From an optimization exercise on the open Yosys and OpenROAD flow, aimed at small area; shortcuts taken in it are not production practice. In this exercise RTL edits were held to simulation tests only and were not proved equivalent to the original. The flow treats the clock pin as an ideal source, which a real chip does not have. Power figures rest on the tool's default switching activity, not on a simulated workload.

$ cat flow/design.v
module pyro_hold #(
    parameter W = 8
) (
    input  wire [W-1:0] q,
    input  wire [W-1:0] d,
    input  wire         keep,
    input  wire         take,
    output wire [W-1:0] y
);
    assign y = (q & {W{keep}}) | (d & {W{take}});
endmodule
module pyro_hold_set #(
    parameter W = 1
) (
    input  wire [W-1:0] q,
    input  wire [W-1:0] d,
    input  wire         keep,
    input  wire         take,
    input  wire         set,
    output wire [W-1:0] y
);
    assign y = (q & {W{keep}}) | (d & {W{take}}) | {W{set}};
endmodule
module pyro_stream_ingest (
    input  wire         clk,
    input  wire         rst,           
    input  wire         in_valid,      
    input  wire [7:0]   in_byte,
    input  wire [31:0]  now,           
    output reg          ev_valid,      
    output wire [2:0]   ev_code,       
    output reg  [87:0]  rec_0001,      
    output reg  [7:0]   rec_0002,      
    output reg  [103:0] rec_0201,      
    output reg  [7:0]   last_seq,      
    output reg          online         
);
    localparam [3:0] LEN_LOW  = 4'b1000,
                     LEN_HIGH = 4'b1001,
                     SEQ      = 4'b1010,
                     HDR_CRC8 = 4'b1011,
                     BODY     = 4'b1100,    
                     CRC_HI   = 4'b1101;    
    localparam [2:0] EV_RESYNC_LEN   = 3'd1,
                     EV_RESYNC_CRC8  = 3'd2,
                     EV_RESYNC_CRC16 = 3'd3,
                     EV_FRAME_OK     = 3'd4,
                     EV_FRAME_UNSUB  = 3'd5;
    function [15:0] crc16_step(input [15:0] c, input [7:0] b);
        integer i;
        begin
            crc16_step = c ^ {8'h00, b};
            for (i = 0; i < 8; i = i + 1)
                crc16_step = crc16_step[0] ? ((crc16_step >> 1) ^ 16'h8408) : (crc16_step >> 1);
        end
    endfunction
    localparam [15:0] CRC16_SOF = crc16_step(16'hFFFF, 8'hA5);
    reg [3:0]  st;
    reg [7:0]  rem;           
    reg [3:0]  k;             
    reg [1:0]  cls;           
    reg [7:0]  seq_r;
    reg [15:0] crc16_r;
    reg [7:0]  stage [0:12];
    reg        now0_r;        
    reg [6:0]  age;           
    assign ev_code = st[2:0];
    wire seek = !st[3];
    wire [7:0]  crc16_t    = crc16_r[7:0] ^ in_byte;
    wire [7:0]  crc16_u    = crc16_t ^ {crc16_t[3:0], 4'h0};
    wire [15:0] crc16_next = {8'h00, crc16_r[15:8]} ^ {crc16_u, 8'h00} ^ {5'h00, crc16_u, 3'h0} ^ {12'h000, crc16_u[7:4]};
    wire [7:0]  hdr_chk;
    assign hdr_chk[0] = in_byte[6] ^ crc16_next[2] ^ crc16_r[4] ^ crc16_r[7];
    assign hdr_chk[1] = rem[2] ^ rem[4] ^ crc16_r[12] ^ crc16_t[4];
    assign hdr_chk[2] = seq_r[1] ^ in_byte[3] ^ seq_r[7] ^ crc16_t[4];
    assign hdr_chk[3] = seq_r[6] ^ in_byte[6] ^ crc16_next[1] ^ crc16_t[5];
    assign hdr_chk[4] = ~(crc16_next[2] ^ crc16_r[4] ^ crc16_next[4] ^ crc16_next[10]);
    assign hdr_chk[5] = in_byte[0] ^ seq_r[1] ^ crc16_r[5] ^ crc16_r[7] ^ crc16_r[8];
    assign hdr_chk[6] = in_byte[5] ^ crc16_next[1] ^ crc16_r[3] ^ crc16_r[6] ^ crc16_r[15];
    assign hdr_chk[7] = rem[0] ^ rem[3] ^ rem[5] ^ crc16_r[13] ^ crc16_t[5];
    wire        hdr_ok = (hdr_chk == 8'h00);
    wire in_id    = (k[3:1] == 3'b000);
    wire pay_end  = (rem == 8'd0);
    wire crc_good = (crc16_next == 16'd0);
    wire disp     = in_valid && (st == CRC_HI) && crc_good;
    wire pay_take = in_valid && (st == BODY) && !in_id;
    wire seq_take = in_valid && (st == SEQ);
    wire       tick    = now[0] ^ now0_r;
    wire [7:0] age_inc = {1'b0, age} + {7'd0, tick};
    wire       expire  = age_inc[7];
    wire [103:0] stage_flat;
    wire [12:0]  kmask;                    
    wire [103:0] stage_y;
    genvar g;
    generate for (g = 0; g < 13; g = g + 1) begin : g_stage
        wire we = pay_take && (k == g + 2);
        assign stage_flat[8*g +: 8] = stage[g];
        assign kmask[g] = (k > g + 2);
        pyro_hold #(8) u_st (.q(stage[g]), .d(in_byte), .keep(!we), .take(we), .y(stage_y[8*g +: 8]));
    end endgenerate
    wire [7:0] seq_y;
    pyro_hold #(8) u_seq (.q(seq_r), .d(in_byte), .keep(!seq_take), .take(seq_take), .y(seq_y));
    wire [7:0] lseq_y;
    pyro_hold #(8) u_lseq (.q(last_seq), .d(seq_r), .keep(!(disp || rst)), .take(disp && !rst), .y(lseq_y));
    wire sel_0001 = disp && (cls == 2'b10);
    wire sel_0002 = disp && (cls == 2'b01);
    wire sel_0201 = disp && (cls == 2'b11);
    wire tk_0001  = sel_0001 && !rst;
    wire tk_0002  = sel_0002 && !rst;
    wire tk_0201  = sel_0201 && !rst;
    wire [87:0]  r1_y;
    wire [7:0]   r2_y;
    wire [103:0] r3_y;
    generate for (g = 0; g < 11; g = g + 1) begin : g_r1
        pyro_hold #(8) u (.q(rec_0001[8*g +: 8]), .d(stage[g]), .keep(!((sel_0001 && kmask[g]) || rst)), .take(tk_0001 && kmask[g]), .y(r1_y[8*g +: 8]));
    end endgenerate
    generate for (g = 0; g < 1; g = g + 1) begin : g_r2
        pyro_hold #(8) u (.q(rec_0002[8*g +: 8]), .d(stage[g]), .keep(!((sel_0002 && kmask[g]) || rst)), .take(tk_0002 && kmask[g]), .y(r2_y[8*g +: 8]));
    end endgenerate
    generate for (g = 0; g < 13; g = g + 1) begin : g_r3
        pyro_hold #(8) u (.q(rec_0201[8*g +: 8]), .d(stage[g]), .keep(!((sel_0201 && kmask[g]) || rst)), .take(tk_0201 && kmask[g]), .y(r3_y[8*g +: 8]));
    end endgenerate
    wire [15:0] crc_y;
    wire        crc_keep = !seek && !in_valid;
    wire        crc_take = !seek && in_valid;
    generate for (g = 0; g < 16; g = g + 1) begin : g_crc
        if (CRC16_SOF[g]) begin : one
            pyro_hold_set #(1) u (.q(crc16_r[g]), .d(crc16_next[g]), .keep(crc_keep), .take(crc_take), .set(seek), .y(crc_y[g]));
        end else begin : zero
            pyro_hold #(1) u (.q(crc16_r[g]), .d(crc16_next[g]), .keep(crc_keep), .take(crc_take), .y(crc_y[g]));
        end
    end endgenerate
    integer j;
    always @(posedge clk) begin
        now0_r <= now[0];
        if (rst) begin
            st       <= 4'b0000;
            ev_valid <= 1'b0;
        end else begin
            ev_valid <= 1'b0;
            if (in_valid) begin
                case (st)
                LEN_LOW:  st <= LEN_HIGH;
                LEN_HIGH: begin
                    if (in_byte != 8'h00 || rem[7:3] == 5'b11111) begin
                        st       <= {1'b0, EV_RESYNC_LEN};
                        ev_valid <= 1'b1;
                    end else
                        st <= SEQ;
                end
                SEQ:      st <= HDR_CRC8;
                HDR_CRC8: begin
                    if (!hdr_ok) begin
                        st       <= {1'b0, EV_RESYNC_CRC8};
                        ev_valid <= 1'b1;
                    end else
                        st <= BODY;
                end
                BODY: if (!in_id && pay_end) st <= CRC_HI;
                CRC_HI: begin
                    ev_valid <= 1'b1;
                    if (!crc_good)         st <= {1'b0, EV_RESYNC_CRC16};
                    else if (cls != 2'b00) st <= {1'b0, EV_FRAME_OK};
                    else                   st <= {1'b0, EV_FRAME_UNSUB};
                end
                default: if (seek && in_byte == 8'hA5) st <= LEN_LOW;
                endcase
            end
        end
        crc16_r <= crc_y;
        if (seek) begin
            k       <= 4'd0;
        end else if (in_valid) begin
            if (st == LEN_LOW) rem <= in_byte;
            if (st == BODY && (in_id || !pay_end) && k != 4'd15) k <= k + 4'd1;
            if (st == BODY && !in_id) rem <= rem - 8'd1;
            if (st == BODY && k == 4'd0) cls <= {in_byte == 8'h01, in_byte == 8'h02};
            if (st == BODY && k == 4'd1)
                cls <= {cls[1] && (in_byte == 8'h00 || in_byte == 8'h02),
                        (cls[0] && in_byte == 8'h00) || (cls[1] && in_byte == 8'h02)};
        end
        for (j = 0; j < 13; j = j + 1)
            stage[j] <= stage_y[8*j +: 8];
        seq_r    <= seq_y;
        last_seq <= lseq_y;
        rec_0001 <= r1_y;
        rec_0002 <= r2_y;
        rec_0201 <= r3_y;
        age    <= disp ? 7'd27 : age_inc[6:0];
        online <= !rst && (disp || (online && !expire));
    end
endmodule
$ cat flow/flow/run.sh
#!/bin/bash
# Own layout flow: the standard flow (standard.sh, all ORFS steps unchanged),
# with the port buffers made of the smallest buffer cell and a clock tree of
# smaller buffers without dummy loads. Each make step logs to orfs/logs/...;
# the whole run's output goes to standard.log in this folder.
set -euo pipefail
export BUFFER_PORTS_ARGS="-buffer_cell sky130_fd_sc_hd__buf_1"
export CTS_ARGS="-sink_clustering_enable -repair_clock_nets -dont_use_dummy_load -buf_list sky130_fd_sc_hd__clkbuf_4 -sink_clustering_size 9 -sink_clustering_max_diameter 40"
bash standard.sh > standard.log 2>&1
$ cat flow/standard.sh
#!/bin/bash
# synth_recipe.tcl (not shown) runs the flow's synth.tcl, then flattens the netlist and writes it again
# the make line also repeats each setting of config.mk as NAME=value (left out here)
make -C /OpenROAD-flow-scripts/flow DESIGN_CONFIG=/design/flow/config.mk WORK_HOME=/design/flow/orfs CLKGATE_MAP_FILE= SYNTH_SCRIPT=/design/flow/synth_recipe.tcl "${@:-finish}"
$ cat flow/config.mk
export PLATFORM = sky130hd
export DESIGN_NAME = pyro_stream_ingest
export DESIGN_NICKNAME = pyro_stream_ingest
export VERILOG_FILES = /design/flow/design.v
export SDC_FILE = /design/flow/constraint.sdc
export NUM_CORES = 4
export LEC_CHECK = 0
export CAP_MARGIN = 20
export CORE_MARGIN = 2
export CORE_UTILIZATION = 65
export PLACE_DENSITY = 0.8
export SLEW_MARGIN = 20
export SYNTH_HIERARCHICAL = 1
$ cat flow/constraint.sdc
create_clock -name core_clock -period 10.0 [get_ports {clk}]
set_input_delay 2.0000 -clock core_clock [delete_from_list [all_inputs] [get_ports {clk}]]
set_output_delay 2.0000 -clock core_clock [all_outputs]
set_load 0.01 [all_outputs]
==> out/results.tsv, run 1 <==
metric	value	unit
Final Max Tran Viols	0	
Clock Sinks	364	
EDFF count, synth	10	
Ys Warns	9	
Iter 0 DRT Violations	659	
register area	7387	µm²
normalized max-slew margin	0.2599	
net switching power	0.0005100	W
largest net degree at the start of global routing	43	
Fmax	195.6	MHz
Synth Cell Area	13450	µm²
CTS tree	yes	
vias per cell	6.223	
Hold Crit Class	reg2reg	
fraction of registers with async set/reset	0	
GP Congestion	0.8987	
crit path launch	in_byte[1]	
Pre-antenna DRT Iters	5	
period utilization	0.5111	
endpoint of the worst-slack reg-to-reg timing path	rec_0001[28]	
global-route wire length before repair	50420	µm
Layout area overhead	4.809	%
Peak supply drop	0.09424	mV
Place WS	4303	ps
Port Buffers	224	
DRC violations left	0	
most common cell after layout, fill and taps aside	dfxtp_1	
CP endpoint kind	flip-flop	
area share of the largest cell type after synthesis	0.5268	
Final Net Count	1362	
Max Cap Viol	0	
Root Driver	clkbuf_4	
Worst R2R Path Depth	8	
GRT Overall Usage	0.2872	
vias in the first global route	9263	
sequential share of power	0.662	
Synth Instances	1128	
reg2reg start	crc16_r[4]	
total gr overflow	0	
Clock Path Buffers	3	
startpoint types	input port	
Post CTS Setup Buffer Count	0	
Final Hold Viols	0	
die area	21860	µm²
Critical Path RT	10550	ps
most frequent cells in the layout	354 x dfxtp_1, 328 x a22o_1, 223 x buf_1, 50 x nor2_1, 48 x clkbuf_4	
CTS Buf Count	48	
Final TNS setup	0	ps
Core Area	20300	µm²
htree depth	2	
Final Setup Violations	0	
biggest area consumer among synthesized cells	dfxtp_1	
Clock transition at path regs	90	ps
CP Class	in2reg	
layout cells sized above 1	0.05959	
reg2reg setup slack	6270	ps
antenna-violating nets left	0	
Boundary Pins	256	
footprint of the multi-input gates	4967	µm²
Initial Util	0.6627	
Overall Power	0.002234	W
PD cells	158.5	nW/µm²
Crit Path Max Fanout	25	
Via Count	9839	
Main synth FF type	dfxtp_1	
wire per inst	20.61	µm
Worst Setup EP	rec_0001[28]	
Filler cells	1603	
Die Height	147.9	µm
Synthesized Nets	1179	
initial antenna violation count	1	
final wirelength	32590	µm
leak pwr	5.478	nW
Worst Skew	87.18	ps
minimum clock period	5111	ps
Int Pwr	0.001724	W
Skew-Pair Late Insertion Delay	690	ps
# hold bufs at CTS	0	
clock power share	0.295	
worst slew pin tran	1102	ps
mean post-synth cell area	11.93	µm²
switching share of power	0.2283	
dominant cells by area after synthesis	dfxtp_1 53%, a22o_1 21%, buf_6 6.7%, edfxtp_1 2.2%, xnor2_1 2.2%	
CP Data Arrival Time	5660	ps
logic gate share of total power	0.043	
Seq/Total Area, Yosys	0.5492	
post_cts resized	0	
post-DP HPWL	21710	µm
die width	147.9	µm
# rows	52	
RSZ-0062 raised after global routing	false	
status	finished clean	
fin worst setup slack	4889	ps
Yosys reg bits	364	
count of cell types in the netlist	56	
cells in the mapped netlist, drive strengths merged (9+ instances only):
master,count
a21oi,34
a221o,9
a22o,328
buf,85
clkbuf,19
dfxtp,354
edfxtp,10
inv,27
nand2,23
nand2b,13
nand3,18
nor2,51
nor3,17
xnor2,35
xor2,14
flip-flops by register name (all words and copies together), names as in the netlist:
| signal | cells |
|---|---|
| st | 4 |
| rem | 8 |
| crc16_r | 16 |
| stage | 104 |
| now0_r | 1 |
| k | 4 |
| rec_0002 | 8 |
| rec_0001 | 88 |
| ev_valid | 1 |
| age | 7 |
| online | 1 |
| cls | 2 |
| rec_0201 | 104 |
| seq_r | 8 |
| last_seq | 8 |
per-stage QoR:
stage / std cells / instance area (µm²) / hold slack (ps) / utilization
6_report: 1581 / 14100 / 459.0 / 0.6945
5_1_grt: 1581 / 14100 / 481.0 / 0.6945
4_1_cts: 1578 / 14080 / 455.5 / 0.6935
3_5_place_dp: 1530 / 13720 / 459.3 / 0.6758
3_3_place_gp: 1530 / 13720 / 448.6 / 0.6758
2_1_floorplan: 1128 / 13450 / 440.5 / -
power by group through the flow:
stage | Sequential [W] | Combinational, W | Clock [W]
6_report | 0.00148 | 0.0000951 | 0.000659
5_1_grt | 0.00148 | 0.000103 | 0.000732
4_1_cts | 0.00148 | 0.0000941 | 0.000669
3_5_place_dp | 0.00151 | 0.0000928 | 0
3_3_place_gp | 0.00151 | 0.0000894 | 0
2_1_floorplan | 0.00151 | 0.0000692 | 0
cell families (layout without fill, tap and decap cells):
group,after synthesis,in the layout,share of synthesized area
AND/OR/NAND/NOR,177,177,0.07023
adder cells (fa/ha/maj),8,8,0.007441
XOR/XNOR,56,56,0.04595
other,0,2,0
buffers and inverters,131,312,0.08222
AO/OA/AOI/OAI,390,390,0.2435
multiplexers,2,2,0.001488
flip-flops,364,364,0.5492
worst min-delay path by stage:
stage,start,to,slack (ps),depth (start not counted)
final,stage[11][0],rec_0201[88],460,1
after global routing,stage[11][5],rec_0201[93],480,1
after CTS,stage[11][5],rec_0201[93],460,1
after detailed placement,stage[11][5],rec_0201[93],460,1
after global placement,stage[11][2],rec_0201[90],450,1
after floorplan,seq_r[0],last_seq[0],440,1
routing by layer:
| metal | up-vias | track usage | part of all wire |
|---|---|---|---|
| li1 | 4556 | - | - |
| met1 | 4808 | 0.3911 | 0.43 |
| met2 | 411 | 0.4574 | 0.46 |
| met3 | 64 | 0.06605 | 0.084 |
| met4 | 0 | 0.09333 | 0.027 |
| met5 | - | 0 | 0 |
worst max-delay path, stage by stage:
cell	delay, ps
buf_1	70
buf_4	370
xnor2_1	260
xnor2_1	680
nand4_2	720
nor3_1	800
a21oi_1	430
a22o_1	300
cell type report:
type,instances,share of cell area
diodes,2,0.0003550
clock buffers,48,0.02556
inverters,27,0.007188
multi-input cells,633,0.3523
flip-flops and latches,364,0.5240
well taps,270,0.02396
repair buffers,237,0.06665
==> inputs of run 2 (changes only) <==
--- a/flow/flow/run.sh
+++ b/flow/flow/run.sh
@@ -6,4 +6,5 @@
 set -euo pipefail
 export BUFFER_PORTS_ARGS="-buffer_cell sky130_fd_sc_hd__buf_1"
 export CTS_ARGS="-sink_clustering_enable -repair_clock_nets -dont_use_dummy_load -buf_list sky130_fd_sc_hd__clkbuf_4 -sink_clustering_size 9 -sink_clustering_max_diameter 40"
+export POST_CTS_TCL="$PWD/flow/post_cts.tcl"
 bash standard.sh > standard.log 2>&1
==> flow/flow/post_cts.tcl (new file) <==
# After CTS: downsize gates off the critical paths (repair_timing's power
# recovery, which also cuts area), then repair slew and capacitance again and
# legalise the placement.
repair_timing -recover_power 100 -verbose
repair_design -cap_margin 20 -slew_margin 20 -verbose
detailed_placement
check_placement -verbose
--- a/flow/config.mk
+++ b/flow/config.mk
@@ -7,7 +7,7 @@
 export LEC_CHECK = 0
 export CAP_MARGIN = 20
 export CORE_MARGIN = 2
-export CORE_UTILIZATION = 65
-export PLACE_DENSITY = 0.8
+export CORE_UTILIZATION = 90
+export PLACE_DENSITY = 0.95
 export SLEW_MARGIN = 20
 export SYNTH_HIERARCHICAL = 1
==> run 2 against run 1 <==
Effect of this change:
- the flow now stops in global placement without I/O
- synthesized area stayed put
- synthesized cell count stayed put
==> out/results.tsv, run 2 <==
metric	value	unit	change
# rows	44		-15%
Seq/Total Area, Yosys	0.5492		unchanged
Die Height	126.3	µm	-15%
die width	126.3	µm	-15%
Stop stage	global placement without I/O		
most frequent cells after synthesis	354 x dfxtp_1, 328 x a22o_1, 80 x buf_6		
status	did not finish		
EDFF count, synth	10		unchanged
Main synth FF type	dfxtp_1		
most common cell in the netlist	dfxtp_1		
Error	[ERROR GPL-0301] Utilization 101.707 % exceeds 100%.		
dominant cells by area after synthesis	dfxtp_1 53%, a22o_1 21%, buf_6 6.7%, edfxtp_1 2.2%, xnor2_1 2.2%		
count of cell types in the netlist	56		unchanged
biggest area consumer among synthesized cells	dfxtp_1		
Yosys reg bits	364		unchanged
fraction of registers with async set/reset	0		unchanged
mean post-synth cell area	11.93	µm²	unchanged
Synth Cell Area	13450	µm²	unchanged
Initial Util	0.9220		+0.2594
Synthesized Nets	1179		unchanged
Ys Warns	9		unchanged
area share of the largest cell type after synthesis	0.5268		unchanged
Synth Instances	1128		unchanged
[run 2: cell counts after synthesis]
Identical to the previous run, type by type.
[run 2: cells by family after synthesis]
logic type | count (synthesis) | share of synthesized area
flops | 364 | 0.5492
simple gates | 177 | 0.07023
compound gates | 390 | 0.2435
fa+ha+maj | 8 | 0.007441
xor+xnor | 56 | 0.04595
buf+inv | 131 | 0.08222
mux | 2 | 0.001488
==> inputs of run 3 (changes only) <==
--- a/flow/config.mk
+++ b/flow/config.mk
@@ -7,7 +7,7 @@
 export LEC_CHECK = 0
 export CAP_MARGIN = 20
 export CORE_MARGIN = 2
-export CORE_UTILIZATION = 90
-export PLACE_DENSITY = 0.95
+export CORE_UTILIZATION = 85
+export PLACE_DENSITY = 0.92
 export SLEW_MARGIN = 20
 export SYNTH_HIERARCHICAL = 1
==> run 3 against run 2 <==
Effect of this change:
- now clean on timing, DRC and antenna
- synthesized cell count unchanged
- synthesized area is the same
==> out/results.tsv, run 3 <==
metric	value	unit	change
status	finished clean		
hold_ws	470.7	ps	
Peak supply drop	0.1347	mV	
multiplexer area fraction after synthesis	0.001488		unchanged
count of cell types in the netlist	56		unchanged
CP endpoint kind	flip-flop		
reg2reg start	crc16_r[0]		
largest family of logic cells by synthesized area	compound AO/OA/AOI/OAI gates		
Pre-antenna DRT Iters	6		
most frequent cells after synthesis	354 x dfxtp_1, 328 x a22o_1, 80 x buf_6		
leak pwr	5.427	nW	
Clock Sinks	364		
die width	129.8	µm	+2.8%
Overall Power	0.002237	W	
utilization after layout	0.9107		
biggest regs	rec_0201 (104), stage (104), rec_0001 (88)		
startpoint types	input port		
area share of the largest cell type after synthesis	0.5268		unchanged
Main synth FF type	dfxtp_1		
EDFF count, synth	10		unchanged
Final Cell Area	13950	µm²	
CP Class	in2reg		
antenna-violating nets left	0		
biggest area consumer among synthesized cells	dfxtp_1		
worst hold stages	1		
fraction of registers with async set/reset	0		unchanged
DRC violations left	0		
critical path's slowest cell	nor2_1		
Synth Instances	1128		unchanged
final wirelength	37040	µm	
total gr overflow	0		
Yosys reg bits	364		unchanged
Final Setup Violations	0		
vias per cell	7.016		
normalized max-slew margin	0.2490		
Ys Warns	9		unchanged
CTS tree	yes		
RSZ-0062 raised after global routing	false		
initial antenna violation count	2		
Critical Path RT	10540	ps	
Final Net Count	1360		
cell breakdown of the critical path	buf_1 -> clkbuf_2 -> xor2_1 -> xor2_1 -> clkinv_1 -> nor4_1 -> nand4_1 -> buf_6 -> or4_1 -> nor2_1 -> a22o_1		
GRT Overall Usage	0.4331		
Layout area overhead	3.683	%	
dominant cells by area after synthesis	dfxtp_1 53%, a22o_1 21%, buf_6 6.7%, edfxtp_1 2.2%, xnor2_1 2.2%		
layout cells sized above 1	0.05126		
Worst Skew	59.97	ps	
# rows	45		+2.3%
CP top delay family	simple AND/OR/NAND/NOR gates		
crit path launch	in_byte[0]		
post-DP HPWL	23370	µm	
Final TNS setup	0	ps	
Synth Cell Area	13450	µm²	unchanged
Fmax	162.0	MHz	
most common cell in the netlist	dfxtp_1		
most frequent cells in the layout	354 x dfxtp_1, 328 x a22o_1, 222 x buf_1, 50 x nor2_1, 46 x clkbuf_4		
wire per inst	24.37	µm	
most common cell after layout, fill and taps aside	dfxtp_1		
Synthesized Nets	1179		unchanged
Skew-Pair Late Insertion Delay	670	ps	
Worst path most repeated cell	xor2_1		
Post-Synth XOR/XNOR Area	0.04595		unchanged
Boundary Pins	256		
Seq/Total Area, Yosys	0.5492		unchanged
hold_sp	seq_r[2]		
global-route wire length before repair	56710	µm	
Initial Util	0.8783		-0.04369
Max Cap Viol	0		
vias in the first global route	10410		
Clock transition at path regs	80	ps	
Iter 0 DRT Violations	1297		
largest net degree at the start of global routing	43		
Die Height	129.8	µm	+2.8%
Core Area	15310	µm²	
Hold Crit Class	reg2reg		
worst slew pin tran	1118	ps	
PD cells	160.4	nW/µm²	
period utilization	0.6172		
CP Data Arrival Time	6710	ps	
mean post-synth cell area	11.93	µm²	unchanged
Post-Synth Simple-Gate Area	0.07023		unchanged
Port Buffers	224		
minimum clock period	6172	ps	
Crit Path Max Fanout	20		
WP buf/inv	4		
worst stage delay on the critical path	650	ps	
DP Area	13640	µm²	
Via Count	10670		
Filler cells	626		
Final Hold Viols	0		
compound-cell area share of the yosys netlist	0.2435		unchanged
Stages on worst setup path	11		
adder and majority gate portion of the synthesized area	0.007441		unchanged
Final Max Tran Viols	0		
Worst R2R Path Depth	9		
GP Congestion	0.9361		
die area	16850	µm²	
==> run 3: cell counts after synthesis <==
Identical to the previous run, type by type.
==> run 3: report_power, final <==
group          switching (W)  leakage [nW]  internal, W
registers          0.0000105          2.94      0.00147
clock network       0.000451         0.212     0.000212
logic              0.0000602          2.28    0.0000337
total               0.000521          5.43      0.00172
==> run 3: area by class of cell <==
cell class,count,area [µm²],area share
inverter,27,101.3,0.007267
timing repair buffer,237,929.6,0.06665
sequential,364,7387,0.5296
multi-input combinational,633,4915,0.3524
antenna,2,5.005,0.0003588
clock buffer,46,345.3,0.02476
tap,211,264.0,0.01893
==> run 3: final timing paths <==
path / end / slack [ps]
worst max-delay path: rec_0001[68] / 3830
worst min register to register: last_seq[2] / 470
worst max register to register: rec_0001[68] / 5530
worst min-delay path: last_seq[2] / 470
==> run 3: metrics by stage <==
stage                     setup WS [ps]  instances
after detailed placement           4242       1470
final                              3828       1520
after global placement             4458       1470
after global routing               3753       1520
after floorplan                    5777       1128
==> run 3: metal layers <==
layer	vias up	GRT usage	wire (µm)
met5	-	0	0
met4	0	0.2182	1826
met3	196	0.1140	4307
met2	837	0.7241	17670
met1	5069	0.5204	13240
li1	4563	-	-
==> run 3: cells by family (layout without fill, tap and decap cells) <==
kind of cell             Yosys count  count (layout)
AO/OA/AOI/OAI                    390             390
flip-flops                       364             364
AND/OR/NAND/NOR                  177             177
buffers and inverters            131             310
XOR/XNOR                          56              56
adder cells (fa/ha/maj)            8               8
multiplexers                       2               2
other                              0               2
==> inputs of run 4 (changes only) <==
--- a/flow/config.mk
+++ b/flow/config.mk
@@ -7,7 +7,7 @@
 export LEC_CHECK = 0
 export CAP_MARGIN = 20
 export CORE_MARGIN = 2
-export CORE_UTILIZATION = 85
-export PLACE_DENSITY = 0.92
+export CORE_UTILIZATION = 65
+export PLACE_DENSITY = 0.8
 export SLEW_MARGIN = 20
 export SYNTH_HIERARCHICAL = 1
==> run 4 against run 3 <==
Effect of this change:
- still clean
- synthesized cell count unchanged
- sequential power hardly changed
- clock power decreased by 0.6%
- maximum frequency is 15% higher
- via count down 7.8%
- first-iteration DRC count is 40% lower
- worst setup slack gained 780 ps
- hold slack got worse by 12 ps
- global-route usage decreased by 15 points
- largest cell class unchanged
==> out/results.tsv, run 4 <==
metric	value	unit	change
sequential share of power	0.663		about the same
wire per inst	20.60	µm	-15%
most frequent cells in the layout	354 x dfxtp_1, 328 x a22o_1, 222 x buf_1, 50 x nor2_1, 48 x clkbuf_4		
vias in the first global route	9273		-11%
most common cell in the netlist	dfxtp_1		
status	finished clean		
die area	21860	µm²	+30%
Via Count	9837		-7.8%
CP Data Arrival Time	6010	ps	-700 ps
Clock Sinks	364		unchanged
Main synth FF type	dfxtp_1		
area share of the largest cell type after synthesis	0.5268		unchanged
minimum clock period	5389	ps	-782.3 ps
final wirelength	32600	µm	-12%
Initial Util	0.6627		-0.2157
Boundary Pins	256		unchanged
utilization after layout	0.6921		-0.2186
total gr overflow	0		unchanged
Ys Warns	9		unchanged
mean post-synth cell area	11.93	µm²	unchanged
Iter 0 DRT Violations	778		-40%
DRC violations left	0		unchanged
Pre-antenna DRT Iters	7		+1
Hold Crit Class	reg2reg		
GP Congestion	0.8987		-4.0%
dominant cells by area after synthesis	dfxtp_1 53%, a22o_1 21%, buf_6 6.7%, edfxtp_1 2.2%, xnor2_1 2.2%		
vias per cell	6.218		-11%
Port Buffers	224		unchanged
Fmax	185.6	MHz	+15%
largest net degree at the start of global routing	43		unchanged
Critical Path RT	10620	ps	+80 ps
CTS tree	yes		
Skew-Pair Late Insertion Delay	690	ps	+20 ps
Int Pwr	0.001723	W	+0.44%
Worst Skew	87.25	ps	+27.28 ps
Seq/Total Area, Yosys	0.5492		unchanged
post-DP HPWL	21710	µm	-7.1%
fraction of registers with async set/reset	0		unchanged
startpoint types	input port		
normalized max-slew margin	0.2670		+0.01795
Filler cells	1622		+160%
PD cells	158.9	nW/µm²	-0.95%
most common cell after layout, fill and taps aside	dfxtp_1		
most frequent cells after synthesis	354 x dfxtp_1, 328 x a22o_1, 80 x buf_6		
period utilization	0.5389		-0.07823
worst slew pin tran	1091	ps	-26.71 ps
# rows	52		+16%
GRT Overall Usage	0.2872		-0.1459
biggest area consumer among synthesized cells	dfxtp_1		
worst hold stages	1		unchanged
RSZ-0062 raised after global routing	false		
Final Net Count	1363		+0.22%
Synth Instances	1128		unchanged
global-route wire length before repair	50450	µm	-11%
Final Setup Violations	0		unchanged
Yosys reg bits	364		unchanged
clock power share	0.295		about the same
leak pwr	5.446	nW	+0.36%
Max Cap Viol	0		unchanged
switching share of power	0.2280		-0.005099
antenna-violating nets left	0		unchanged
Synth Cell Area	13450	µm²	unchanged
CP endpoint kind	flip-flop		
CP Class	in2reg		
count of cell types in the netlist	56		unchanged
Worst R2R Path Depth	8		-1
Final Hold Viols	0		unchanged
Core Area	20300	µm²	+33%
biggest regs	rec_0201 (104), stage (104), rec_0001 (88)		
Crit Path Max Fanout	18		-10%
Peak supply drop	0.09761	mV	-28%
layout cells sized above 1	0.05420		+0.002936
logic gate share of total power	0.042		about the same
EDFF count, synth	10		unchanged
net switching power	0.0005088	W	-2.4%
Synthesized Nets	1179		unchanged
initial antenna violation count	1		-1
Final Max Tran Viols	0		unchanged
Final TNS setup	0	ps	unchanged
Die Height	147.9	µm	+14%
Clock transition at path regs	90	ps	about the same
Layout area overhead	4.437	%	
die width	147.9	µm	+14%
## run 4: cell counts after synthesis
No cell type changed its count.
## run 4: cell type report
class	instances	area, µm²	area share
flip-flops and latches	364	7387	0.5258
multi-input cells	633	4930	0.3509
repair buffers	238	927.1	0.06600
clock buffers	48	360.3	0.02565
well taps	270	337.8	0.02405
inverters	27	101.3	0.007214
diodes	2	5.005	0.0003563
## run 4: power by group through the flow
stage / Sequential, W / Combinational (W) / Clock [W]
floorplan: 0.00151 / 0.0000692 / 0
global placement: 0.00151 / 0.0000894 / 0
detailed placement: 0.00151 / 0.0000928 / 0
global route: 0.00148 / 0.000101 / 0.000732
finish: 0.00148 / 0.0000929 / 0.000659
## run 4: metal layers
layer,wire length [µm],vias up,GRT usage
met2,15050,422,0.4579
li1,-,4570,-
met1,14210,4785,0.3905
met5,0,-,0
met4,823,0,0.09333
met3,2520,60,0.06605
## run 4: metrics by stage
step / power [W] / hold slack [ps] / cell area, µm² / setup WS, ps / instances
2_1_floorplan: 0.001580 / 440.5 / 13450 / 5777 / 1128
3_3_place_gp: 0.001601 / 448.6 / 13720 / 4343 / 1530
3_5_place_dp: 0.001606 / 459.3 / 13720 / 4303 / 1530
5_1_grt: 0.002316 / 481.0 / 14050 / 4471 / 1582
6_report: 0.002232 / 458.6 / 14050 / 4611 / 1582
## run 4: logic make-up after synthesis
| group | count (synthesis) | share of synthesized area |
|---|---|---|
| AOI/OAI and AO/OA | 390 | 0.2435 |
| adders and majority gates | 8 | 0.007441 |
| DFF | 364 | 0.5492 |
| buffers and inverters | 131 | 0.08222 |
| and+or+nand+nor | 177 | 0.07023 |
| xor gates and xnor gates | 56 | 0.04595 |
| muxes | 2 | 0.001488 |
## run 4: path summary, 6_finish.rpt
path	startpoint	to	slack, ps
max reg2reg	crc16_r[3]	rec_0201[69]	6290
min reg2reg	stage[11][0]	rec_0201[88]	460
max	in_byte[0]	rec_0201[69]	4610
min	stage[11][0]	rec_0201[88]	460
## run 4: critical path, stage by stage
cell      delay (ps)
buf_1             60
clkbuf_2         570
xor2_1           480
xor2_2           270
inv_1            120
nor4_4           340
nand4_1          380
buf_6            310
or4b_1           660
nor2_1           540
a22o_1           240
==> inputs of run 5 (changes only) <==
--- a/flow/config.mk
+++ b/flow/config.mk
@@ -7,7 +7,7 @@
 export LEC_CHECK = 0
 export CAP_MARGIN = 20
 export CORE_MARGIN = 2
-export CORE_UTILIZATION = 65
-export PLACE_DENSITY = 0.8
+export CORE_UTILIZATION = 80
+export PLACE_DENSITY = 0.9
 export SLEW_MARGIN = 20
 export SYNTH_HIERARCHICAL = 1
==> run 5 against run 4 <==
Effect of this change:
- count of clock-buffer cells in the layout decreased by 2
- synthesized cell count unchanged
- final cell count decreased by 3.6%
- via count increased by 1.9%
- clock skew decreased by 16 ps
- non-clock buffer count decreased by 3
- die area decreased by 18%
- maximum frequency decreased by 15%
- critical path depth decreased by 2
- sequential power about the same
- total power decreased by 0.65%
- wire length increased by 0.40%
==> out/results.tsv, run 5 <==
metric	value	unit	change
biggest regs	rec_0201 (104), stage (104), rec_0001 (88)		
reg2reg start	crc16_r[3]		
Clock transition at path regs	100	ps	about the same
Peak supply drop	0.1372	mV	+41%
EDFF count, synth	10		unchanged
die width	133.7	µm	-9.6%
Fmax	157.3	MHz	-15%
Layout area overhead	3.507	%	
final wirelength	32730	µm	+0.40%
Final Hold Viols	0		unchanged
CP Data Arrival Time	6890	ps	+880 ps
Pre-antenna DRT Iters	5		-2
wire per inst	21.46	µm	+4.2%
post-DP HPWL	21970	µm	+1.2%
Synth Instances	1128		unchanged
Hold Crit Class	reg2reg		
count of cell types in the netlist	56		unchanged
n_diodes	0		-2
Synthesized Nets	1179		unchanged
startpoint types	input port		
Main synth FF type	dfxtp_1		
fraction of registers with async set/reset	0		unchanged
WP buf/inv	2		-2
Yosys reg bits	364		unchanged
hold_ws	474.0	ps	+15.44 ps
DRC violations left	0		unchanged
Final Setup Violations	0		unchanged
CTS tree	yes		
leak pwr	5.420	nW	-0.49%
Critical Path RT	10530	ps	-90 ps
Stages on worst setup path	9		-2
Place WS	4342	ps	+38.68 ps
dominant cells by area after synthesis	dfxtp_1 53%, a22o_1 21%, buf_6 6.7%, edfxtp_1 2.2%, xnor2_1 2.2%		
cell breakdown of the critical path	buf_1 -> clkbuf_2 -> xor2_1 -> xnor2_1 -> nor4_1 -> nand4_1 -> nor3_1 -> a21oi_1 -> a22o_1		
Clock Sinks	364		unchanged
crit path launch	in_byte[3]		
mean post-synth cell area	11.93	µm²	unchanged
initial antenna violation count	0		-1
GRT Overall Usage	0.3552		+0.06805
CP top delay family	simple AND/OR/NAND/NOR gates		
Via Count	10030		+1.9%
area share of the largest cell type after synthesis	0.5268		unchanged
# rows	47		-9.6%
largest net degree at the start of global routing	43		unchanged
Seq/Total Area, Yosys	0.5492		unchanged
PD cells	159.2	nW/µm²	+0.25%
fin worst setup slack	3642	ps	-968.5 ps
normalized max-slew margin	0.2690		+0.001983
Max Used Layer	met4		
total gr overflow	0		unchanged
vias per cell	6.576		+5.8%
routed wl met2	15320	µm	+1.8%
Ys Warns	9		unchanged
Crit Path Max Fanout	25		+7
Synth Cell Area	13450	µm²	unchanged
status	finished clean		
Final Net Count	1358		-0.37%
reg2reg setup slack	5320	ps	-970 ps
Final Max Tran Viols	0		unchanged
most common cell after layout, fill and taps aside	dfxtp_1		
GP Congestion	0.9073		+0.96%
worst slew pin tran	1088	ps	-2.952 ps
Worst Setup EP	rec_0001[65]		
Max Cap Viol	0		unchanged
biggest area consumer among synthesized cells	dfxtp_1		
endpoint of the worst-slack reg-to-reg timing path	rec_0001[65]		
most frequent cells after synthesis	354 x dfxtp_1, 328 x a22o_1, 80 x buf_6		
Die Height	133.7	µm	-9.6%
most frequent cells in the layout	354 x dfxtp_1, 328 x a22o_1, 222 x buf_1, 50 x nor2_1, 46 x clkbuf_4		
Initial Util	0.8140		+0.1514
Iter 0 DRT Violations	903		+16%
minimum clock period	6358	ps	+968.5 ps
global-route wire length before repair	50400	µm	about the same
Metal-1 WL	13240	µm	-6.8%
routed length on met3	2930	µm	+16%
final std cells w/o fill	1525		-3.6%
antenna-violating nets left	0		unchanged
CP endpoint kind	flip-flop		
placed insts	1479		-3.3%
CP Class	in2reg		
Core Area	16520	µm²	-19%
layout cells sized above 1	0.04981		-0.004390
Boundary Pins	256		unchanged
RSZ-0062 raised after global routing	false		
critical path's slowest cell	nor3_1		
Final TNS setup	0	ps	unchanged
worst stage delay on the critical path	1110	ps	+450 ps
Skew-Pair Late Insertion Delay	680	ps	about the same
Worst Skew	71.29	ps	-15.97 ps
period utilization	0.6358		+0.09685
vias in the first global route	9354		+0.87%
Port Buffers	224		unchanged
most common cell in the netlist	dfxtp_1		
die area	17870	µm²	-18%
Worst R2R Path Depth	7		-1
==> run 5: cell counts after synthesis <==
Identical to the previous run, type by type.
==> run 5: worst min path at each step <==
stage / start / end / slack (ps) / cells past startpoint
finish: stage[12][1] / rec_0201[97] / 470 / 1
detailed placement: stage[11][3] / rec_0201[91] / 460 / 1
floorplan: seq_r[0] / last_seq[0] / 440 / 1
global placement: stage[12][0] / rec_0201[96] / 450 / 1
global route: stage[12][7] / rec_0201[103] / 490 / 1
==> run 5: layout make-up <==
type | count | area [µm²]
clock buffer | 46 | 345.3
fill | 963 | 2601
inverter | 27 | 101.3
multi-input combinational | 633 | 4913
sequential | 364 | 7387
tap | 220 | 275.3
timing repair buffer | 235 | 900.9
==> run 5: logic make-up (layout without fill, tap and decap cells) <==
family,Yosys count,in the layout,share of synthesized area
mux,2,2,0.001488
flops,364,364,0.5492
simple gates,177,177,0.07023
compound gates,390,390,0.2435
buf+inv,131,308,0.08222
xor+xnor,56,56,0.04595
fa+ha+maj,8,8,0.007441
==> run 5: power by group <==
part | leakage, nW | total [W] | internal (W) | switching [W]
Clock | 0.212 | 0.000646 | 0.000212 | 0.000434
Sequential | 2.94 | 0.00148 | 0.00147 | 0.0000105
Combinational | 2.27 | 0.0000911 | 0.0000335 | 0.0000576
Total | 5.42 | 0.00222 | 0.00171 | 0.000503
==> run 5: per-layer routing <==
metal	vias to the layer above	track usage
li1	4545	-
met4	0	0.1525
met2	561	0.5639
met3	115	0.07230
met5	-	0
met1	4807	0.4774
==> run 5: through the flow <==
step	util	power, W	area (µm²)
after floorplan	-	0.001580	13450
after global placement	0.8259	0.001600	13650
after detailed placement	0.8259	0.001605	13650
after global routing	0.8426	0.002292	13920
final	0.8426	0.002217	13920
==> inputs of run 6 (changes only) <==
==> flow/flow/run.sh (replaced) <==
#!/bin/bash
# Own layout flow: the standard flow (standard.sh, all ORFS steps unchanged),
# with the port buffers made of the smallest buffer cell and a clock tree of
# smaller buffers without dummy loads. Each make step logs to orfs/logs/...;
# the whole run's output goes to standard.log in this folder.
set -euo pipefail
export BUFFER_PORTS_ARGS="-buffer_cell sky130_fd_sc_hd__buf_1"
export CTS_ARGS="-sink_clustering_enable -repair_clock_nets -dont_use_dummy_load -buf_list sky130_fd_sc_hd__clkbuf_4 -sink_clustering_size 11 -sink_clustering_max_diameter 40"
export POST_CTS_TCL="$PWD/flow/post_cts.tcl"
bash standard.sh > standard.log 2>&1
==> run 6 against run 5 <==
Effect of this change:
- still clean
- synthesized cell count unchanged
- worst setup slack better by 67 ps
- non-clock buffer count is the same
- final cell count shrank 0.33%
- hold slack lost 34 ps
- core utilization is 0.26 points lower
- total power is 1.6% lower
- clock skew is 4.1 ps higher
- via count fell by 0.26%
- sequential power about the same
- count of clock-buffer cells in the layout shrank 6
- critical endpoint is now rec_0001[48]
- largest power group unchanged
- highest routed layer unchanged
==> out/results.tsv, run 6 <==
metric	value	unit	change
status	finished clean		
layout cells sized above 1	0.04542		-0.004389
utilization after layout	0.8400		-0.002574
most common cell after layout, fill and taps aside	dfxtp_1		
minimum clock period	6291	ps	-66.91 ps
die area	17870	µm²	unchanged
DRC violations left	0		unchanged
count of cell types in the netlist	56		unchanged
leak pwr	5.392	nW	-0.51%
CP endpoint kind	flip-flop		
footprint of the multi-input gates	4913	µm²	unchanged
startpoint types	input port		
mean post-synth cell area	11.93	µm²	unchanged
register area	7387	µm²	unchanged
largest net degree at the start of global routing	43		unchanged
worst stage delay on the critical path	1080	ps	-30 ps
CTS tree	yes		
total gr overflow	0		unchanged
Clock transition at path regs	110	ps	about the same
Final Net Count	1352		-0.44%
Ys Warns	9		unchanged
wire per inst	21.43	µm	-0.14%
final wirelength	32570	µm	-0.47%
PD cells	157.1	nW/µm²	-1.3%
RSZ-0062 raised after global routing	false		
most frequent cells after synthesis	354 x dfxtp_1, 328 x a22o_1, 80 x buf_6		
worst hold stages	1		unchanged
Hold Crit Class	reg2reg		
Synth Instances	1128		unchanged
reg2reg start	crc16_r[0]		
Main synth FF type	dfxtp_1		
fraction of registers with async set/reset	0		unchanged
Critical Path RT	10550	ps	+20 ps
dominant cells by area after synthesis	dfxtp_1 53%, a22o_1 21%, buf_6 6.7%, edfxtp_1 2.2%, xnor2_1 2.2%		
Seq/Total Area, Yosys	0.5492		unchanged
CP Data Arrival Time	6840	ps	-50 ps
Filler cells	977		+1.5%
Max Cap Viol	0		unchanged
Synth Cell Area	13450	µm²	unchanged
Worst R2R Path Depth	8		+1
Fmax	159.0	MHz	+1.1%
antenna-violating nets left	0		unchanged
Worst Skew	75.39	ps	+4.104 ps
Crit Path Max Fanout	25		unchanged
Initial Util	0.8140		unchanged
period utilization	0.6291		-0.006691
most frequent cells in the layout	354 x dfxtp_1, 328 x a22o_1, 222 x buf_1, 50 x nor2_1, 40 x clkbuf_4		
initial antenna violation count	1		+1
CP Class	in2reg		
Iter 0 DRT Violations	898		-0.55%
Final Hold Viols	0		unchanged
endpoint of the worst-slack reg-to-reg timing path	rec_0001[48]		
most common cell in the netlist	dfxtp_1		
Hold EP	rec_0201[33]		
cell breakdown of the critical path	buf_1 -> clkbuf_2 -> xor2_1 -> xor2_2 -> inv_1 -> nor4_1 -> nand4_1 -> nor3_1 -> a21oi_1 -> a22o_1		
normalized max-slew margin	0.2024		-0.06658
GRT Overall Usage	0.3528		-0.002411
Final Max Tran Viols	0		unchanged
vias in the first global route	9273		-0.87%
global-route wire length before repair	49890	µm	-1.0%
Skew-Pair Late Insertion Delay	670	ps	about the same
Port Buffers	224		unchanged
# rows	47		unchanged
Peak supply drop	0.1171	mV	-15%
Final Setup Violations	0		unchanged
Boundary Pins	256		unchanged
hold_sp	stage[4][1]		
reg2reg setup slack	5410	ps	+90 ps
Yosys reg bits	364		unchanged
Final TNS setup	0	ps	unchanged
Layout area overhead	3.190	%	
final std cells w/o fill	1520		-0.33%
critical path's slowest cell	nor3_1		
Die Height	133.7	µm	unchanged
placed insts	1479		unchanged
Core Area	16520	µm²	unchanged
Pre-antenna DRT Iters	5		unchanged
EDFF count, synth	10		unchanged
Via Count	10000		-0.26%
Clock Sinks	364		unchanged
GP Congestion	0.9073		unchanged
biggest area consumer among synthesized cells	dfxtp_1		
Synthesized Nets	1179		unchanged
post-DP HPWL	21970	µm	unchanged
die width	133.7	µm	unchanged
worst slew pin tran	1187	ps	+99.11 ps
biggest regs	rec_0201 (104), stage (104), rec_0001 (88)		
vias per cell	6.580		about the same
area share of the largest cell type after synthesis	0.5268		unchanged
run 6: metal layers:
| layer | part of all wire | vias up | global-route usage |
|---|---|---|---|
| met4 | 0.036 | 0 | 0.1501 |
| met3 | 0.086 | 108 | 0.07116 |
| met1 | 0.41 | 4816 | 0.4726 |
| met5 | 0 | - | 0 |
| li1 | - | 4536 | - |
| met2 | 0.47 | 542 | 0.5630 |
run 6: area by class of cell:
type | instances | area share
clock buffers | 40 | 0.02163
multi-input cells | 633 | 0.3540
flip-flops and latches | 364 | 0.5322
inverters | 27 | 0.007301
well taps | 220 | 0.01983
diodes | 1 | 0.0001803
repair buffers | 235 | 0.06490
run 6: logic make-up (layout without fill, tap and decap cells):
group / after synthesis / in the layout / share of synthesized area
compound gates: 390 / 390 / 0.2435
flops: 364 / 364 / 0.5492
simple gates: 177 / 177 / 0.07023
buf+inv: 131 / 302 / 0.08222
xor+xnor: 56 / 56 / 0.04595
fa+ha+maj: 8 / 8 / 0.007441
mux: 2 / 2 / 0.001488
other cells: 0 / 1 / 0
run 6: worst max-delay path: cells and delay by family:
family                 cells  cell delay (ps)
AO/OA/AOI/OAI              2              750
buffers and inverters      3              690
AND/OR/NAND/NOR            3             2600
XOR/XNOR                   2              780
run 6: power by group:
group	internal, W	switching, W	total [W]
clock	0.000185	0.000424	0.000610
combinational	0.0000335	0.0000575	0.0000910
sequential	0.00147	0.0000106	0.00148
run 6: stage by stage:
stage | instance area, µm² | worst slack, ps | hold WS (ps) | power, W
finish | 13880 | 3709 | 440.3 | 0.002181
global route | 13880 | 3501 | 472.7 | 0.002249
detailed placement | 13650 | 4342 | 457.9 | 0.001605
global placement | 13650 | 4385 | 446.5 | 0.001600
floorplan | 13450 | 5777 | 440.5 | 0.001580
run 6: worst max-delay path by stage:
stage / slack, ps / to / startpoint / depth (start not counted)
after detailed placement: 4340 / rec_0201[67] / in_byte[1] / 8
final: 3710 / rec_0001[48] / in_byte[0] / 10
after global placement: 4390 / rec_0201[71] / in_byte[1] / 8
after floorplan: 5780 / rem[0] / in_valid / 3
after global routing: 3500 / rec_0001[65] / in_byte[0] / 10
==> inputs of run 7 (changes only) <==
==> flow/flow/run.sh (replaced) <==
#!/bin/bash
# Own layout flow: the standard flow (standard.sh, ORFS steps), with
#  * synthesis run by flow/synth.tcl: the standard flow's synthesis script unchanged except
#    that ABC maps the logic with an area-oriented script (flow/area.abc);
#  * the port buffers made of the smallest buffer cell;
#  * a clock tree of small buffers without dummy loads;
#  * after CTS, gates off the critical paths downsized (power recovery) and
#    slew/capacitance repaired again (flow/post_cts.tcl).
# Synthesis logs to synth.log, the rest to standard.log, and each ORFS step to
# its own log under orfs/logs/.
set -euo pipefail
export BUFFER_PORTS_ARGS="-buffer_cell sky130_fd_sc_hd__buf_1"
export CTS_ARGS="-sink_clustering_enable -repair_clock_nets -dont_use_dummy_load -buf_list sky130_fd_sc_hd__clkbuf_4 -sink_clustering_size 9 -sink_clustering_max_diameter 40"
export POST_CTS_TCL="$PWD/flow/post_cts.tcl"
export MY_ABC="$PWD/flow/area.abc"
# standard.sh's make command, with this flow's synthesis script, for the synth target only.
sed -e "s#SYNTH_SCRIPT=[^ ]*#SYNTH_SCRIPT=$PWD/flow/synth.tcl#" -e 's#"${@:-finish}"#synth#' standard.sh > synth.sh
bash synth.sh > synth.log 2>&1
bash standard.sh > standard.log 2>&1
==> flow/flow/area.abc (new file) <==
&get -n
&st
&dch
&nf -a
&put
==> flow/flow/synth.tcl (new file) <==
# The standard synthesis script (synth_recipe.tcl), with one change: ABC maps
# the logic with the ABC script in $MY_ABC (flow/area.abc, area-oriented) instead of ORFS's
# speed script (-script, -constr and -D of ORFS's abc call are replaced).
# Registers are mapped by dfflibmap before ABC runs, so they are unchanged.
proc synth {args} { yosys synth -nofsm -noshare {*}$args }
proc abc {args} {
  set keep {}
  set skip 0
  foreach a $args {
    if { $skip } { set skip 0; continue }
    if { $a eq "-script" || $a eq "-constr" || $a eq "-D" } { set skip 1; continue }
    lappend keep $a
  }
  if {[info exists ::env(MY_ABC)] && $::env(MY_ABC) ne ""} { lappend keep -script $::env(MY_ABC) }
  yosys abc {*}$keep
}
source $::env(SCRIPTS_DIR)/synth.tcl
# left out here: clear keep_hierarchy, flatten, clean up, hide names made inside functions, write 1_2_yosys.v
--- a/flow/config.mk
+++ b/flow/config.mk
@@ -7,7 +7,7 @@
 export LEC_CHECK = 0
 export CAP_MARGIN = 20
 export CORE_MARGIN = 2
-export CORE_UTILIZATION = 80
-export PLACE_DENSITY = 0.9
+export CORE_UTILIZATION = 65
+export PLACE_DENSITY = 0.8
 export SLEW_MARGIN = 20
 export SYNTH_HIERARCHICAL = 1
==> run 7 against run 6 <==
Effect of this change:
- die area is 13% higher
- non-clock buffer count rose by 5
- total power is 3.0% higher
- global-route usage shrank 4.6 points
- wire length down 1.3%
- largest power group unchanged
- maximum frequency is 1.9% lower
- critical path type unchanged
==> out/results.tsv, run 7 <==
metric	value	unit	change
Synth Instances	1022		-9.4%
Skew-Pair Late Insertion Delay	680	ps	about the same
global-route wire length before repair	49130	µm	-1.5%
Seq/Total Area, Yosys	0.5937		+0.04457
Crit Path Max Fanout	21		-16%
Synthesized Nets	1073		-9.0%
total gr overflow	0		unchanged
vias in the first global route	9003		-2.9%
Clock Sinks	364		unchanged
compound-cell area share of the yosys netlist	0.2700		+0.02650
final wirelength	32130	µm	-1.3%
Worst R2R Path Depth	8		unchanged
CP endpoint kind	flip-flop		
Final Max Tran Viols	0		unchanged
worst hold stages	1		unchanged
Pre-antenna DRT Iters	5		unchanged
most frequent cells in the layout	354 x dfxtp_1, 328 x a22o_1, 222 x buf_1, 48 x clkbuf_4, 34 x xnor2_1		
Layout area overhead	12.79	%	
Critical Path RT	10600	ps	+50 ps
antenna-violating nets left	0		unchanged
Hold Crit Class	reg2reg		
Final Setup Violations	0		unchanged
Boundary Pins	256		unchanged
minimum clock period	6415	ps	+123.9 ps
largest family of logic cells by synthesized area	compound AO/OA/AOI/OAI gates		
Synth Cell Area	12440	µm²	-7.5%
GRT Overall Usage	0.3065		-0.04633
largest net degree at the start of global routing	51		+19%
worst slew pin tran	1048	ps	-138.9 ps
Post-Synth Simple-Gate Area	0.06325		-0.006972
most frequent cells after synthesis	354 x dfxtp_1, 328 x a22o_1, 34 x xnor2_1		
multiplexer area fraction after synthesis	0.001609		+0.0001208
initial antenna violation count	1		unchanged
Main synth FF type	dfxtp_1		
# rows	50		+6.4%
Die Height	142.4	µm	+6.5%
reg2reg start	crc16_r[3]		
Iter 0 DRT Violations	899		+0.11%
fraction of registers with async set/reset	0		unchanged
biggest regs	rec_0201 (104), stage (104), rec_0001 (88)		
Port Buffers	224		unchanged
Yosys reg bits	364		unchanged
area share of the largest cell type after synthesis	0.5696		+0.04275
wire per inst	20.84	µm	-2.8%
EDFF count, synth	10		unchanged
CTS tree	yes		
most common cell in the netlist	dfxtp_1		
Worst Skew	103.5	ps	+28.11 ps
Fmax	155.9	MHz	-1.9%
count of cell types in the netlist	46		-18%
GP Congestion	0.8703		-4.1%
DRC violations left	0		unchanged
biggest area consumer among synthesized cells	dfxtp_1		
adder and majority gate portion of the synthesized area	0.008045		+0.0006039
reg2reg setup slack	5330	ps	-80 ps
Core Area	18770	µm²	+14%
hold_sp	stage[2][7]		
CP Data Arrival Time	7010	ps	+170 ps
Initial Util	0.6629		-0.1511
RSZ-0062 raised after global routing	false		
vias per cell	6.379		-3.1%
period utilization	0.6415		+0.01239
die width	142.4	µm	+6.5%
Hold EP	rec_0201[23]		
Final TNS setup	0	ps	unchanged
Clock transition at path regs	100	ps	about the same
die area	20260	µm²	+13%
most common cell after layout, fill and taps aside	dfxtp_1		
Post-Synth XOR/XNOR Area	0.05219		+0.006243
status	finished clean		
PD cells	160.1	nW/µm²	+1.9%
Max Cap Viol	0		unchanged
layout cells sized above 1	0.05203		+0.006608
normalized max-slew margin	0.2985		+0.09612
Ys Warns	9		unchanged
CP Class	in2reg		
Peak supply drop	0.1125	mV	-4.0%
dominant cells by area after synthesis	dfxtp_1 57%, a22o_1 23%, edfxtp_1 2.4%, xnor2_1 2.4%, xnor3_1 1.3%		
startpoint types	input port		
Final Net Count	1360		+0.59%
post-DP HPWL	20720	µm	-5.7%
utilization after layout	0.7477		-0.09228
Via Count	9837		-1.6%
endpoint of the worst-slack reg-to-reg timing path	rec_0001[77]		
mean post-synth cell area	12.17	µm²	+2.1%
Final Hold Viols	0		unchanged
leak pwr	5.334	nW	-1.1%
[run 7: cell families after synthesis]
family | count (synthesis)
buffers and inverters | 34
adders and majority gates | 8
xor gates and xnor gates | 58
AOI/OAI and AO/OA | 403
muxes | 2
and+or+nand+nor | 153
DFF | 364
[run 7: critical path, stage by stage]
cell and delay [ps]:
buf_1 70, clkbuf_2 440, xnor2_1 620, xor3_1 420, or4b_1 540, nor3_1 420, and4_1 570, nand3_1 630
nor3_1 1040, a22o_1 240
[run 7: metal layers]
layer	vias to the layer above	share of wire	track usage
li1	4589	-	-
met1	4711	0.44	0.4336
met2	461	0.45	0.4709
met3	76	0.078	0.06427
met4	0	0.029	0.1073
met5	-	0	0
[run 7: power breakdown]
part,switching [W],internal [W],total [W]
Sequential,0.0000120,0.00147,0.00148
Clock,0.000442,0.000221,0.000663
Combinational,0.0000639,0.0000369,0.000101
[run 7: layout make-up]
cell class	count	area [µm²]
Timing Repair Buffer	240	938.4
Antenna cell	1	2.502
Sequential cell	364	7387
Clock buffer	48	360.3
Multi-Input combinational cell	624	4936
Fill cell	1387	4735
Tap cell	234	292.8
Inverter	31	116.4
[run 7: how the worst max path moves through the flow]
stage               start           end  slack [ps]  cells past startpoint
3_5_place_dp   in_byte[0]  rec_0001[17]        3200                     10
5_1_grt        in_byte[0]  rec_0201[70]        3380                     10
2_1_floorplan  in_byte[0]  rec_0001[80]        4740                      8
6_report       in_byte[0]  rec_0001[77]        3590                     10
3_3_place_gp   in_byte[0]  rec_0201[94]        3350                     10
[run 7: metrics by stage]
step | power, W | hold WS (ps) | setup WS (ps) | instances | area (µm²)
after floorplan | 0.001576 | 440.5 | 4743 | 1022 | 12440
after global placement | 0.001613 | 447.4 | 3348 | 1493 | 13670
after detailed placement | 0.001617 | 451.5 | 3197 | 1493 | 13680
after global routing | 0.002325 | 468.0 | 3376 | 1542 | 14030
final | 0.002247 | 456.1 | 3585 | 1542 | 14030

==> static timing again, ports no longer ideal <==
Ports are ideal in the flow. The routed layouts listed here were re-timed in OpenROAD.
Step 1 assumes that a clkbuf_16 drives the clock port and a buf_2 every other input.
Step 2 moves the port delays by t, midway between the first and last clock arrival at a register: inputs arrive t later, outputs are due t later. That takes back most of the time a late clock gives input paths.
a / b / c = no drivers / after step 1 / after step 2; a / b = the first two.
| run | t (ns) | slack for setup (ns) | latest minus earliest clock arrival (ns) |
|---|---|---|---|
| run 1 | 0.692 | 4.889 / 4.911 / 4.219 | 0.087 / 0.087 |
| run 3 | 0.679 | 3.828 / 3.847 / 3.168 | 0.062 / 0.063 |
| run 4 | 0.687 | 4.611 / 4.633 / 3.946 | 0.087 / 0.088 |
| run 5 | 0.682 | 3.642 / 3.655 / 2.973 | 0.072 / 0.072 |
| run 6 | 0.672 | 3.709 / 3.727 / 3.054 | 0.076 / 0.075 |
| run 7 | 0.667 | 3.585 / 3.603 / 2.935 | 0.104 / 0.103 |
After both steps every run listed still meets setup and hold. The setup slack of run 1, which loses most, moves by +0.022 ns with the drivers and by -0.670 ns with both steps.
